This design comes from an exercise in tuning for small area on the open sky130 flow, not from production work. The RTL was checked by simulation tests, not by an equivalence proof against the original design. No driver is modelled on the clock port, so clocking that relies on it looks cheaper here than on a real chip.

==> inputs of willow <==
==> flow/design.v <==
module vbus_decoder #(
    parameter ADDR_LE  = 0      
) (
    input  wire         clk,
    input  wire         rst,           
    input  wire         in_valid,
    input  wire [7:0]   in_byte,
    output reg  [1:0]   ev_kind,       
    output reg  [2:0]   ev_code,
    output wire [7:0]   ev_byte,
    output reg  [6:0]   ev_expected,
    output reg  [6:0]   ev_index,
    output wire [62:0]  ev_hdr_raw,    
    output wire [15:0]  ev_dst,
    output wire [15:0]  ev_src,
    output wire [15:0]  ev_cmd,
    output wire [7:0]   ev_frame_count,
    output wire [104:0] ev_dg_raw,     
    input  wire [6:0]   rd_frame,
    output wire [31:0]  rd_data        
);
    localparam [1:0] S_WAIT = 2'd0, S_HDR = 2'd1, S_FRM = 2'd2;
    localparam [1:0] EV_NONE = 2'd0, EV_PACKET = 2'd1, EV_ERROR = 2'd2, EV_DGRAM = 2'd3;
    localparam [2:0] E_FRAMING = 3'd1, E_UNSUP = 3'd2, E_UNREC = 3'd3,
                     E_HDRCK   = 3'd4, E_FRMCK = 3'd6, E_DGRAM = 3'd7;
    reg [1:0]  st;
    reg        dg;                      
    reg [3:0]  len;                     
    reg [2:0]  fpos;                    
    reg [6:0]  fidx;                    
    reg [6:0]  acc;                     
    reg        fbad;                    
    reg [6:0]  ev_byte_lo;
    reg [6:0]  hb [0:14];               
    reg [27:0] stg;                     
    reg [31:0] cmt;                     
    reg        cmt_v;
    reg [6:0]  cmt_k;
    reg [2:0]  ph;                      
    reg [31:0] ring [0:127];            
    function [15:0] comb16(input [6:0] lo, input [6:0] hi);
        if (ADDR_LE != 0) comb16 = {1'b0, hi, 1'b0, lo};
        else              comb16 = {({1'b0, lo} + {1'b0, hi}), 8'h00};
    endfunction
    wire       acc_in  = in_valid && !rst;
    wire       is_sync = (in_byte == 8'hAA);
    wire       is_ill  = in_byte[7] && !is_sync;
    wire       is_data = acc_in && !in_byte[7];
    wire [6:0] b       = in_byte[6:0];
    wire [6:0] sum     = acc + b;
    wire       ck_ok   = &sum;           
    wire       in_hdr  = is_data && st == S_HDR;
    wire       in_frm  = is_data && st == S_FRM;
    wire       last_frm = (fidx + 7'd1 == hb[7]);
    wire [31:0] fresh = {b[3], stg[27:21], b[2], stg[20:14], b[1], stg[13:7], b[0], stg[6:0]};
    wire        fresh_v  = in_frm && fpos == 3'd4;
    wire [2:0]  fresh_q  = ph + fidx[2:0];
    wire [2:0]  cmt_q    = ph + cmt_k[2:0];
    wire        wr_fresh = fresh_v && fresh_q == 3'd7;
    wire        wr_cmt   = cmt_v && cmt_q == 3'd7;
    wire [31:0] wdata    = wr_cmt ? cmt : fresh;
    wire [3:0]  wring    = wr_cmt ? cmt_k[6:3] : fidx[6:3];
    wire        wr       = wr_cmt || wr_fresh;
    integer r, i;
    wire [15:0] we;
    wire [31:0] head [0:15];
    genvar hr, hj;
    for (hr = 0; hr < 16; hr = hr + 1) begin : g_head
        assign we[hr] = wr && wring == hr;
        for (hj = 0; hj < 32; hj = hj + 1) begin : g_hbit
            vbus_ao22 u_ao (.a1(ring[8*hr+7][hj]), .a2(!we[hr]),
                            .b1(wdata[hj]),        .b2(we[hr]),
                            .y(head[hr][hj]));
        end
    end
    always @(posedge clk) begin
        ph <= ph + 3'd1;
        for (r = 0; r < 16; r = r + 1) begin
            for (i = 7; i > 0; i = i - 1)
                ring[8*r+i] <= ring[8*r+i-1];
            ring[8*r] <= head[r];
        end
        if (fresh_v && !wr_fresh) begin
            cmt   <= fresh;
            cmt_k <= fidx;
        end
        if (in_frm && fpos < 3'd4)
            stg[7*fpos +: 7] <= b;
    end
    always @(posedge clk) begin
        if (rst)
            cmt_v <= 1'b0;
        else if (fresh_v && !wr_fresh)
            cmt_v <= 1'b1;
        else if (wr_cmt)
            cmt_v <= 1'b0;
    end
    always @(posedge clk) begin
        if (in_hdr)
            for (i = 0; i < 15; i = i + 1)
                if (i != 4 && len == i) hb[i] <= b;
    end
    always @(posedge clk) begin
        if (rst) begin
            st      <= S_WAIT;
            ev_kind <= EV_NONE;
        end else begin
            ev_kind <= EV_NONE;
            if (in_valid) begin
                if (is_sync) begin
                    st  <= S_HDR;
                    len <= 4'd0;
                    dg  <= 1'b0;
                    acc <= 7'd0;
                end else if (is_ill) begin
                    ev_kind     <= EV_ERROR;
                    ev_code     <= E_FRAMING;
                    ev_byte_lo  <= b;
                    ev_expected <= 7'd0;
                    ev_index    <= 7'd0;
                    st <= S_WAIT;
                end else if (st == S_HDR) begin
                    len <= len + 4'd1;
                    acc <= sum;
                    if (len == 4'd4) begin
                        dg <= (b == 7'h20);
                        if (b != 7'h10 && b != 7'h20) begin
                            ev_kind     <= EV_ERROR;
                            ev_code     <= (b == 7'h30) ? E_UNSUP : E_UNREC;
                            ev_byte_lo  <= b;
                            ev_expected <= 7'd0;
                            ev_index    <= 7'd0;
                            st <= S_WAIT;
                        end
                    end
                    if (len == 4'd8 && !dg) begin
                        acc  <= 7'd0;
                        fpos <= 3'd0;
                        fidx <= 7'd0;
                        fbad <= 1'b0;
                        if (!ck_ok) begin
                            ev_kind     <= EV_ERROR;
                            ev_code     <= E_HDRCK;
                            ev_byte_lo  <= b;
                            ev_expected <= ~acc;
                            ev_index    <= 7'd0;
                            st <= S_WAIT;
                        end else if (hb[7] == 7'd0) begin
                            ev_kind <= EV_PACKET;
                            st <= S_WAIT;
                        end else begin
                            st <= S_FRM;
                        end
                    end
                    if (len == 4'd14) begin
                        ev_kind <= EV_DGRAM;
                        ev_code <= E_DGRAM;
                        st <= S_WAIT;
                    end
                end else if (st == S_FRM) begin
                    if (fpos == 3'd5) begin
                        fpos <= 3'd0;
                        fidx <= fidx + 7'd1;
                        acc  <= 7'd0;
                        if (!ck_ok && !fbad) begin
                            fbad        <= 1'b1;
                            ev_byte_lo  <= b;
                            ev_expected <= ~acc;
                            ev_index    <= fidx;
                        end
                        if (last_frm) begin
                            st      <= S_WAIT;
                            ev_code <= E_FRMCK;
                            ev_kind <= (fbad || !ck_ok) ? EV_ERROR : EV_PACKET;
                        end
                    end else begin
                        fpos <= fpos + 3'd1;
                        acc  <= sum;
                    end
                end
            end
        end
    end
    assign ev_byte        = {ev_code == E_FRAMING, ev_byte_lo};
    assign ev_hdr_raw     = {hb[8], hb[7], hb[6], hb[5], 7'h10, hb[3], hb[2], hb[1], hb[0]};
    assign ev_dg_raw      = {hb[14], hb[13], hb[12], hb[11], hb[10], hb[9], hb[8], hb[7],
                             hb[6], hb[5], 7'h20, hb[3], hb[2], hb[1], hb[0]};
    assign ev_dst         = comb16(hb[0], hb[1]);
    assign ev_src         = comb16(hb[2], hb[3]);
    assign ev_cmd         = comb16(hb[5], hb[6]);
    assign ev_frame_count = {1'b0, hb[7]};
    wire [2:0]   rpos = ph + rd_frame[2:0];
    wire         byp  = cmt_v && (rd_frame == cmt_k);
    wire [15:0]  rsel;
    wire [7:0]   psel;
    wire [128:0] sel;
    wire [31:0]  wd [0:128];
    genvar g, j;
    for (g = 0; g < 16; g = g + 1) begin : g_rsel
        assign rsel[g] = !byp && rd_frame[6:3] == g;
    end
    for (g = 0; g < 8; g = g + 1) begin : g_psel
        assign psel[g] = rpos == g;
    end
    for (g = 0; g < 128; g = g + 1) begin : g_sel
        assign sel[g] = rsel[g/8] && psel[g%8];
        assign wd[g]  = ring[g];
    end
    assign sel[128] = byp;
    assign wd[128]  = cmt;
    wire [42:0] grp [0:31];             
    for (j = 0; j < 32; j = j + 1) begin : g_bit
        for (g = 0; g < 43; g = g + 1) begin : g_grp
            vbus_aoi222 u_aoi (.a1(sel[3*g]),   .a2(wd[3*g][j]),
                               .b1(sel[3*g+1]), .b2(wd[3*g+1][j]),
                               .c1(sel[3*g+2]), .c2(wd[3*g+2][j]),
                               .y(grp[j][g]));
        end
        assign rd_data[j] = ~&grp[j];
    end
endmodule
module vbus_aoi222 (
    input  wire a1, a2, b1, b2, c1, c2,
    output wire y
);
    assign y = ~((a1 & a2) | (b1 & b2) | (c1 & c2));
endmodule
module vbus_ao22 (
    input  wire a1, a2, b1, b2,
    output wire y
);
    assign y = (a1 & a2) | (b1 & b2);
endmodule
==> flow/flow/run.sh <==
#!/bin/bash
# Standard ORFS flow (standard.sh), with two layout settings changed:
#  - CTS without dummy loads, larger sink clusters on clkbuf_16 only;
#  - port buffers use the smallest buffer cell.
# make's full output goes to standard_flow.log here; ORFS's per-step logs are in orfs/logs/.
set -u
export CTS_ARGS="-sink_clustering_enable -repair_clock_nets -dont_use_dummy_load -sink_clustering_size 30 -sink_clustering_max_diameter 60 -buf_list sky130_fd_sc_hd__clkbuf_16"
export BUFFER_PORTS_ARGS="-buffer_cell sky130_fd_sc_hd__buf_1"
bash standard.sh > standard_flow.log 2>&1
==> flow/standard.sh <==
#!/bin/bash
# synth_recipe.tcl (not shown) runs the flow's synth.tcl, then flattens the netlist and writes it again
# the make line also repeats each setting of config.mk as NAME=value (left out here)
make -C /OpenROAD-flow-scripts/flow DESIGN_CONFIG=/design/flow/config.mk WORK_HOME=/design/flow/orfs CLKGATE_MAP_FILE= SYNTH_SCRIPT=/design/flow/synth_recipe.tcl "${@:-finish}"
==> flow/config.mk <==
export PLATFORM = sky130hd
export DESIGN_NAME = vbus_decoder
export DESIGN_NICKNAME = vbus_decoder
export VERILOG_FILES = /design/flow/design.v
export SDC_FILE = /design/flow/constraint.sdc
export NUM_CORES = 8
export LEC_CHECK = 0
export CAP_MARGIN = 20
export CORE_MARGIN = 2
export CORE_UTILIZATION = 70
export CTS_BUF_LIST = sky130_fd_sc_hd__clkbuf_16
export CTS_CLUSTER_DIAMETER = 60
export CTS_CLUSTER_SIZE = 30
export SLEW_MARGIN = 20
export SYNTH_HIERARCHICAL = 1
export SYNTH_MEMORY_MAX_BITS = 16384
==> flow/constraint.sdc <==
create_clock -name core_clock -period 14.0 [get_ports {clk}]
set_input_delay 2.8000 -clock core_clock [delete_from_list [all_inputs] [get_ports {clk}]]
set_output_delay 2.8000 -clock core_clock [all_outputs]
set_load 0.01 [all_outputs]
==> inputs of juniper, as changes to willow <==
--- a/flow/design.v
+++ b/flow/design.v
@@ -25,13 +25,12 @@
                      E_HDRCK   = 3'd4, E_FRMCK = 3'd6, E_DGRAM = 3'd7;
     reg [1:0]  st;
     reg        dg;                      
-    reg [3:0]  len;                     
-    reg [2:0]  fpos;                    
+    reg [3:0]  cnt;                     
     reg [6:0]  fidx;                    
     reg [6:0]  acc;                     
     reg        fbad;                    
     reg [6:0]  ev_byte_lo;
-    reg [6:0]  hb [0:14];               
+    reg [6:0]  hb [0:8];                
     reg [27:0] stg;                     
     reg [31:0] cmt;                     
     reg        cmt_v;
@@ -53,7 +52,7 @@
     wire       in_frm  = is_data && st == S_FRM;
     wire       last_frm = (fidx + 7'd1 == hb[7]);
     wire [31:0] fresh = {b[3], stg[27:21], b[2], stg[20:14], b[1], stg[13:7], b[0], stg[6:0]};
-    wire        fresh_v  = in_frm && fpos == 3'd4;
+    wire        fresh_v  = in_frm && cnt == 4'd4;
     wire [2:0]  fresh_q  = ph + fidx[2:0];
     wire [2:0]  cmt_q    = ph + cmt_k[2:0];
     wire        wr_fresh = fresh_v && fresh_q == 3'd7;
@@ -65,10 +64,12 @@
     wire [15:0] we;
     wire [31:0] head [0:15];
     genvar hr, hj;
+    wire [15:0] we_n;
     for (hr = 0; hr < 16; hr = hr + 1) begin : g_head
-        assign we[hr] = wr && wring == hr;
+        vbus_nand2 u_wen (.a(wr), .b(wring == hr), .y(we_n[hr]));
+        vbus_inv   u_we  (.a(we_n[hr]), .y(we[hr]));
         for (hj = 0; hj < 32; hj = hj + 1) begin : g_hbit
-            vbus_ao22 u_ao (.a1(ring[8*hr+7][hj]), .a2(!we[hr]),
+            vbus_ao22 u_ao (.a1(ring[8*hr+7][hj]), .a2(we_n[hr]),
                             .b1(wdata[hj]),        .b2(we[hr]),
                             .y(head[hr][hj]));
         end
@@ -84,8 +85,9 @@
             cmt   <= fresh;
             cmt_k <= fidx;
         end
-        if (in_frm && fpos < 3'd4)
-            stg[7*fpos +: 7] <= b;
+        for (i = 0; i < 4; i = i + 1)
+            if ((in_frm && cnt == i) || (in_hdr && cnt == 9 + i))
+                stg[7*i +: 7] <= b;
     end
     always @(posedge clk) begin
         if (rst)
@@ -97,8 +99,8 @@
     end
     always @(posedge clk) begin
         if (in_hdr)
-            for (i = 0; i < 15; i = i + 1)
-                if (i != 4 && len == i) hb[i] <= b;
+            for (i = 0; i < 9; i = i + 1)
+                if (i != 4 && cnt == i) hb[i] <= b;
     end
     always @(posedge clk) begin
         if (rst) begin
@@ -109,7 +111,7 @@
             if (in_valid) begin
                 if (is_sync) begin
                     st  <= S_HDR;
-                    len <= 4'd0;
+                    cnt <= 4'd0;
                     dg  <= 1'b0;
                     acc <= 7'd0;
                 end else if (is_ill) begin
@@ -120,9 +122,9 @@
                     ev_index    <= 7'd0;
                     st <= S_WAIT;
                 end else if (st == S_HDR) begin
-                    len <= len + 4'd1;
+                    cnt <= cnt + 4'd1;
                     acc <= sum;
-                    if (len == 4'd4) begin
+                    if (cnt == 4'd4) begin
                         dg <= (b == 7'h20);
                         if (b != 7'h10 && b != 7'h20) begin
                             ev_kind     <= EV_ERROR;
@@ -133,9 +135,9 @@
                             st <= S_WAIT;
                         end
                     end
-                    if (len == 4'd8 && !dg) begin
+                    if (cnt == 4'd8 && !dg) begin
+                        cnt  <= 4'd0;
                         acc  <= 7'd0;
-                        fpos <= 3'd0;
                         fidx <= 7'd0;
                         fbad <= 1'b0;
                         if (!ck_ok) begin
@@ -152,14 +154,17 @@
                             st <= S_FRM;
                         end
                     end
-                    if (len == 4'd14) begin
-                        ev_kind <= EV_DGRAM;
-                        ev_code <= E_DGRAM;
+                    if (cnt == 4'd13)
+                        ev_byte_lo <= b;
+                    if (cnt == 4'd14) begin
+                        ev_index <= b;
+                        ev_kind  <= EV_DGRAM;
+                        ev_code  <= E_DGRAM;
                         st <= S_WAIT;
                     end
                 end else if (st == S_FRM) begin
-                    if (fpos == 3'd5) begin
-                        fpos <= 3'd0;
+                    if (cnt == 4'd5) begin
+                        cnt  <= 4'd0;
                         fidx <= fidx + 7'd1;
                         acc  <= 7'd0;
                         if (!ck_ok && !fbad) begin
@@ -174,8 +179,8 @@
                             ev_kind <= (fbad || !ck_ok) ? EV_ERROR : EV_PACKET;
                         end
                     end else begin
-                        fpos <= fpos + 3'd1;
-                        acc  <= sum;
+                        cnt <= cnt + 4'd1;
+                        acc <= sum;
                     end
                 end
             end
@@ -183,7 +188,7 @@
     end
     assign ev_byte        = {ev_code == E_FRAMING, ev_byte_lo};
     assign ev_hdr_raw     = {hb[8], hb[7], hb[6], hb[5], 7'h10, hb[3], hb[2], hb[1], hb[0]};
-    assign ev_dg_raw      = {hb[14], hb[13], hb[12], hb[11], hb[10], hb[9], hb[8], hb[7],
+    assign ev_dg_raw      = {ev_index, ev_byte_lo, stg, hb[8], hb[7],
                              hb[6], hb[5], 7'h20, hb[3], hb[2], hb[1], hb[0]};
     assign ev_dst         = comb16(hb[0], hb[1]);
     assign ev_src         = comb16(hb[2], hb[3]);
@@ -202,8 +207,10 @@
     for (g = 0; g < 8; g = g + 1) begin : g_psel
         assign psel[g] = rpos == g;
     end
+    wire [127:0] sel_n;
     for (g = 0; g < 128; g = g + 1) begin : g_sel
-        assign sel[g] = rsel[g/8] && psel[g%8];
+        vbus_nand2 u_seln (.a(rsel[g/8]), .b(psel[g%8]), .y(sel_n[g]));
+        vbus_inv   u_sel  (.a(sel_n[g]), .y(sel[g]));
         assign wd[g]  = ring[g];
     end
     assign sel[128] = byp;
@@ -231,3 +238,15 @@
 );
     assign y = (a1 & a2) | (b1 & b2);
 endmodule
+module vbus_nand2 (
+    input  wire a, b,
+    output wire y
+);
+    assign y = ~(a & b);
+endmodule
+module vbus_inv (
+    input  wire a,
+    output wire y
+);
+    assign y = ~a;
+endmodule
- CAP_MARGIN: 20 -> 0
- CORE_UTILIZATION: 70 -> 80
- SLEW_MARGIN: 20 -> 0
==> inputs of amber, as changes to willow <==
--- a/flow/design.v
+++ b/flow/design.v
@@ -25,13 +25,12 @@
                      E_HDRCK   = 3'd4, E_FRMCK = 3'd6, E_DGRAM = 3'd7;
     reg [1:0]  st;
     reg        dg;                      
-    reg [3:0]  len;                     
-    reg [2:0]  fpos;                    
+    reg [3:0]  cnt;                     
     reg [6:0]  fidx;                    
     reg [6:0]  acc;                     
     reg        fbad;                    
     reg [6:0]  ev_byte_lo;
-    reg [6:0]  hb [0:14];               
+    reg [6:0]  hb [0:8];                
     reg [27:0] stg;                     
     reg [31:0] cmt;                     
     reg        cmt_v;
@@ -53,7 +52,7 @@
     wire       in_frm  = is_data && st == S_FRM;
     wire       last_frm = (fidx + 7'd1 == hb[7]);
     wire [31:0] fresh = {b[3], stg[27:21], b[2], stg[20:14], b[1], stg[13:7], b[0], stg[6:0]};
-    wire        fresh_v  = in_frm && fpos == 3'd4;
+    wire        fresh_v  = in_frm && cnt == 4'd4;
     wire [2:0]  fresh_q  = ph + fidx[2:0];
     wire [2:0]  cmt_q    = ph + cmt_k[2:0];
     wire        wr_fresh = fresh_v && fresh_q == 3'd7;
@@ -65,10 +64,12 @@
     wire [15:0] we;
     wire [31:0] head [0:15];
     genvar hr, hj;
+    wire [15:0] we_n;
     for (hr = 0; hr < 16; hr = hr + 1) begin : g_head
-        assign we[hr] = wr && wring == hr;
+        vbus_nand2 u_wen (.a(wr), .b(wring == hr), .y(we_n[hr]));
+        vbus_inv   u_we  (.a(we_n[hr]), .y(we[hr]));
         for (hj = 0; hj < 32; hj = hj + 1) begin : g_hbit
-            vbus_ao22 u_ao (.a1(ring[8*hr+7][hj]), .a2(!we[hr]),
+            vbus_ao22 u_ao (.a1(ring[8*hr+7][hj]), .a2(we_n[hr]),
                             .b1(wdata[hj]),        .b2(we[hr]),
                             .y(head[hr][hj]));
         end
@@ -84,8 +85,9 @@
             cmt   <= fresh;
             cmt_k <= fidx;
         end
-        if (in_frm && fpos < 3'd4)
-            stg[7*fpos +: 7] <= b;
+        for (i = 0; i < 4; i = i + 1)
+            if ((in_frm && cnt == i) || (in_hdr && cnt == 9 + i))
+                stg[7*i +: 7] <= b;
     end
     always @(posedge clk) begin
         if (rst)
@@ -97,8 +99,8 @@
     end
     always @(posedge clk) begin
         if (in_hdr)
-            for (i = 0; i < 15; i = i + 1)
-                if (i != 4 && len == i) hb[i] <= b;
+            for (i = 0; i < 9; i = i + 1)
+                if (i != 4 && cnt == i) hb[i] <= b;
     end
     always @(posedge clk) begin
         if (rst) begin
@@ -109,7 +111,7 @@
             if (in_valid) begin
                 if (is_sync) begin
                     st  <= S_HDR;
-                    len <= 4'd0;
+                    cnt <= 4'd0;
                     dg  <= 1'b0;
                     acc <= 7'd0;
                 end else if (is_ill) begin
@@ -120,9 +122,9 @@
                     ev_index    <= 7'd0;
                     st <= S_WAIT;
                 end else if (st == S_HDR) begin
-                    len <= len + 4'd1;
+                    cnt <= cnt + 4'd1;
                     acc <= sum;
-                    if (len == 4'd4) begin
+                    if (cnt == 4'd4) begin
                         dg <= (b == 7'h20);
                         if (b != 7'h10 && b != 7'h20) begin
                             ev_kind     <= EV_ERROR;
@@ -133,9 +135,9 @@
                             st <= S_WAIT;
                         end
                     end
-                    if (len == 4'd8 && !dg) begin
+                    if (cnt == 4'd8 && !dg) begin
+                        cnt  <= 4'd0;
                         acc  <= 7'd0;
-                        fpos <= 3'd0;
                         fidx <= 7'd0;
                         fbad <= 1'b0;
                         if (!ck_ok) begin
@@ -152,14 +154,17 @@
                             st <= S_FRM;
                         end
                     end
-                    if (len == 4'd14) begin
-                        ev_kind <= EV_DGRAM;
-                        ev_code <= E_DGRAM;
+                    if (cnt == 4'd13)
+                        ev_byte_lo <= b;
+                    if (cnt == 4'd14) begin
+                        ev_index <= b;
+                        ev_kind  <= EV_DGRAM;
+                        ev_code  <= E_DGRAM;
                         st <= S_WAIT;
                     end
                 end else if (st == S_FRM) begin
-                    if (fpos == 3'd5) begin
-                        fpos <= 3'd0;
+                    if (cnt == 4'd5) begin
+                        cnt  <= 4'd0;
                         fidx <= fidx + 7'd1;
                         acc  <= 7'd0;
                         if (!ck_ok && !fbad) begin
@@ -174,8 +179,8 @@
                             ev_kind <= (fbad || !ck_ok) ? EV_ERROR : EV_PACKET;
                         end
                     end else begin
-                        fpos <= fpos + 3'd1;
-                        acc  <= sum;
+                        cnt <= cnt + 4'd1;
+                        acc <= sum;
                     end
                 end
             end
@@ -183,7 +188,7 @@
     end
     assign ev_byte        = {ev_code == E_FRAMING, ev_byte_lo};
     assign ev_hdr_raw     = {hb[8], hb[7], hb[6], hb[5], 7'h10, hb[3], hb[2], hb[1], hb[0]};
-    assign ev_dg_raw      = {hb[14], hb[13], hb[12], hb[11], hb[10], hb[9], hb[8], hb[7],
+    assign ev_dg_raw      = {ev_index, ev_byte_lo, stg, hb[8], hb[7],
                              hb[6], hb[5], 7'h20, hb[3], hb[2], hb[1], hb[0]};
     assign ev_dst         = comb16(hb[0], hb[1]);
     assign ev_src         = comb16(hb[2], hb[3]);
@@ -202,8 +207,10 @@
     for (g = 0; g < 8; g = g + 1) begin : g_psel
         assign psel[g] = rpos == g;
     end
+    wire [127:0] sel_n;
     for (g = 0; g < 128; g = g + 1) begin : g_sel
-        assign sel[g] = rsel[g/8] && psel[g%8];
+        vbus_nand2 u_seln (.a(rsel[g/8]), .b(psel[g%8]), .y(sel_n[g]));
+        vbus_inv   u_sel  (.a(sel_n[g]), .y(sel[g]));
         assign wd[g]  = ring[g];
     end
     assign sel[128] = byp;
@@ -231,3 +238,15 @@
 );
     assign y = (a1 & a2) | (b1 & b2);
 endmodule
+module vbus_nand2 (
+    input  wire a, b,
+    output wire y
+);
+    assign y = ~(a & b);
+endmodule
+module vbus_inv (
+    input  wire a,
+    output wire y
+);
+    assign y = ~a;
+endmodule
==> flow/flow/run.sh (replaced) <==
#!/bin/bash
# Standard ORFS flow (standard.sh), with two layout settings changed:
#  - CTS without dummy loads, larger sink clusters on clkbuf_16 only;
#  - port buffers use the smallest buffer cell.
# make's full output goes to standard_flow.log here; ORFS's per-step logs are in orfs/logs/.
set -u
export CTS_ARGS="-sink_clustering_enable -repair_clock_nets -dont_use_dummy_load -sink_clustering_size 30 -sink_clustering_max_diameter 70 -buf_list sky130_fd_sc_hd__clkbuf_16"
export BUFFER_PORTS_ARGS="-buffer_cell sky130_fd_sc_hd__buf_1"
bash standard.sh > standard_flow.log 2>&1
- CORE_UTILIZATION: 70 -> 80
- CTS_CLUSTER_DIAMETER: 60 -> 70
==> results.yml <==
floorplan:
  core_area_sq_um: 163000
  die_area_sq_um: 168000
final_layout:
  layout-area-overhead-vs-synth_pct: 8.81
  filler_cell_count: 10100
  num-nonclk-buffers: 483
  fin_util_pct: 76.8
  seqCellArea_sq_um: 88500
clocking:
  cts_inserted_buffers: 186
yosys:
  synthMuxAreaShare_pct: 0.579
  synth.yosys.seq_area_share_pct: 77.0
  synth_fa_ha_area_share_pct: 0.590
  syn_area_per_cell_sq_um: 15.4
critical_path:
  timing.critical_path.slowest_stage_cell: "sky130_fd_sc_hd__a222oi_1"
  critPathMaxStageDelay_ps: 1030
status:
  run_status: "complete, no violations"
power_and_ir_drop:
  intPower_mw: 14.8
place:
  gp_congestion: 0.924
timing:
  drv_slew: 0
[end of results for willow]
==> results.yml <==
floorplan:
  core_area_sq_um: 141000
  die_area_sq_um: 145000
yosys:
  synth_fa_ha_area_share_pct: 0.540
  syn_area_per_cell_sq_um: 15.0
  synthMuxAreaShare_pct: 0.436
  synth.yosys.seq_area_share_pct: 76.5
status:
  run_status: "complete, no violations"
final_layout:
  layout-area-overhead-vs-synth_pct: 7.08
  num-nonclk-buffers: 428
  seqCellArea_sq_um: 87200
place:
  gp_congestion: 0.941
clocking:
  cts_inserted_buffers: 162
critical_path:
  timing.critical_path.slowest_stage_cell: "sky130_fd_sc_hd__clkinv_1"
  critPathMaxStageDelay_ps: 910
timing:
  drv_slew: 0
power_and_ir_drop:
  intPower_mw: 14.3
[end of results for amber]
==> results.yml <==
critical_path:
  critPathMaxStageDelay_ps: 890
  timing.critical_path.slowest_stage_cell: "sky130_fd_sc_hd__nor4_2"
status:
  checkFailReasons: "capacitance limit"
  run_status: "complete, but fails checks"
final_layout:
  filler_cell_count: 6631
yosys:
  synth.yosys.seq_area_share_pct: 76.5
  synthMuxAreaShare_pct: 0.436
clocking:
  cts_inserted_buffers: 172
run:
  maxCapViolations: 1
floorplan:
  core_area_sq_um: 141000
  die_area_sq_um: 145000
[end of results for juniper]

-- port drivers added, routing unchanged --
The results above use ideal ports. As a check the final layouts listed here were re-extracted and re-timed, cells and wires unchanged.
Step 1, drivers: a clkbuf_16 drives clk and a buf_2 each remaining input, both assumed.
Step 2 times the ports against the registers' clock, not the clock port: input delays grow and output delays shrink by t, the midpoint of the rising clock arrivals with the driver on.
Slacks: no drivers / after step 1 / after step 2; pairs: no drivers / after step 1.
run	shift t [ns]	setup slack, ns	hold WS [ns]	worst slew at a driven data input, ns	pins driven straight from the clock port
willow	0.924	3.130 / 3.092 / 3.092	0.264 / 0.264 / 0.264	0.09	1
juniper	0.910	3.133 / 3.091 / 3.091	0.298 / 0.298 / 0.298	0.16	1
amber	0.871	3.199 / 3.165 / 3.165	0.323 / 0.323 / 0.323	0.15	1
The setup slack of juniper, which loses most, moves by -0.042 ns with the drivers and by -0.042 ns with both steps.
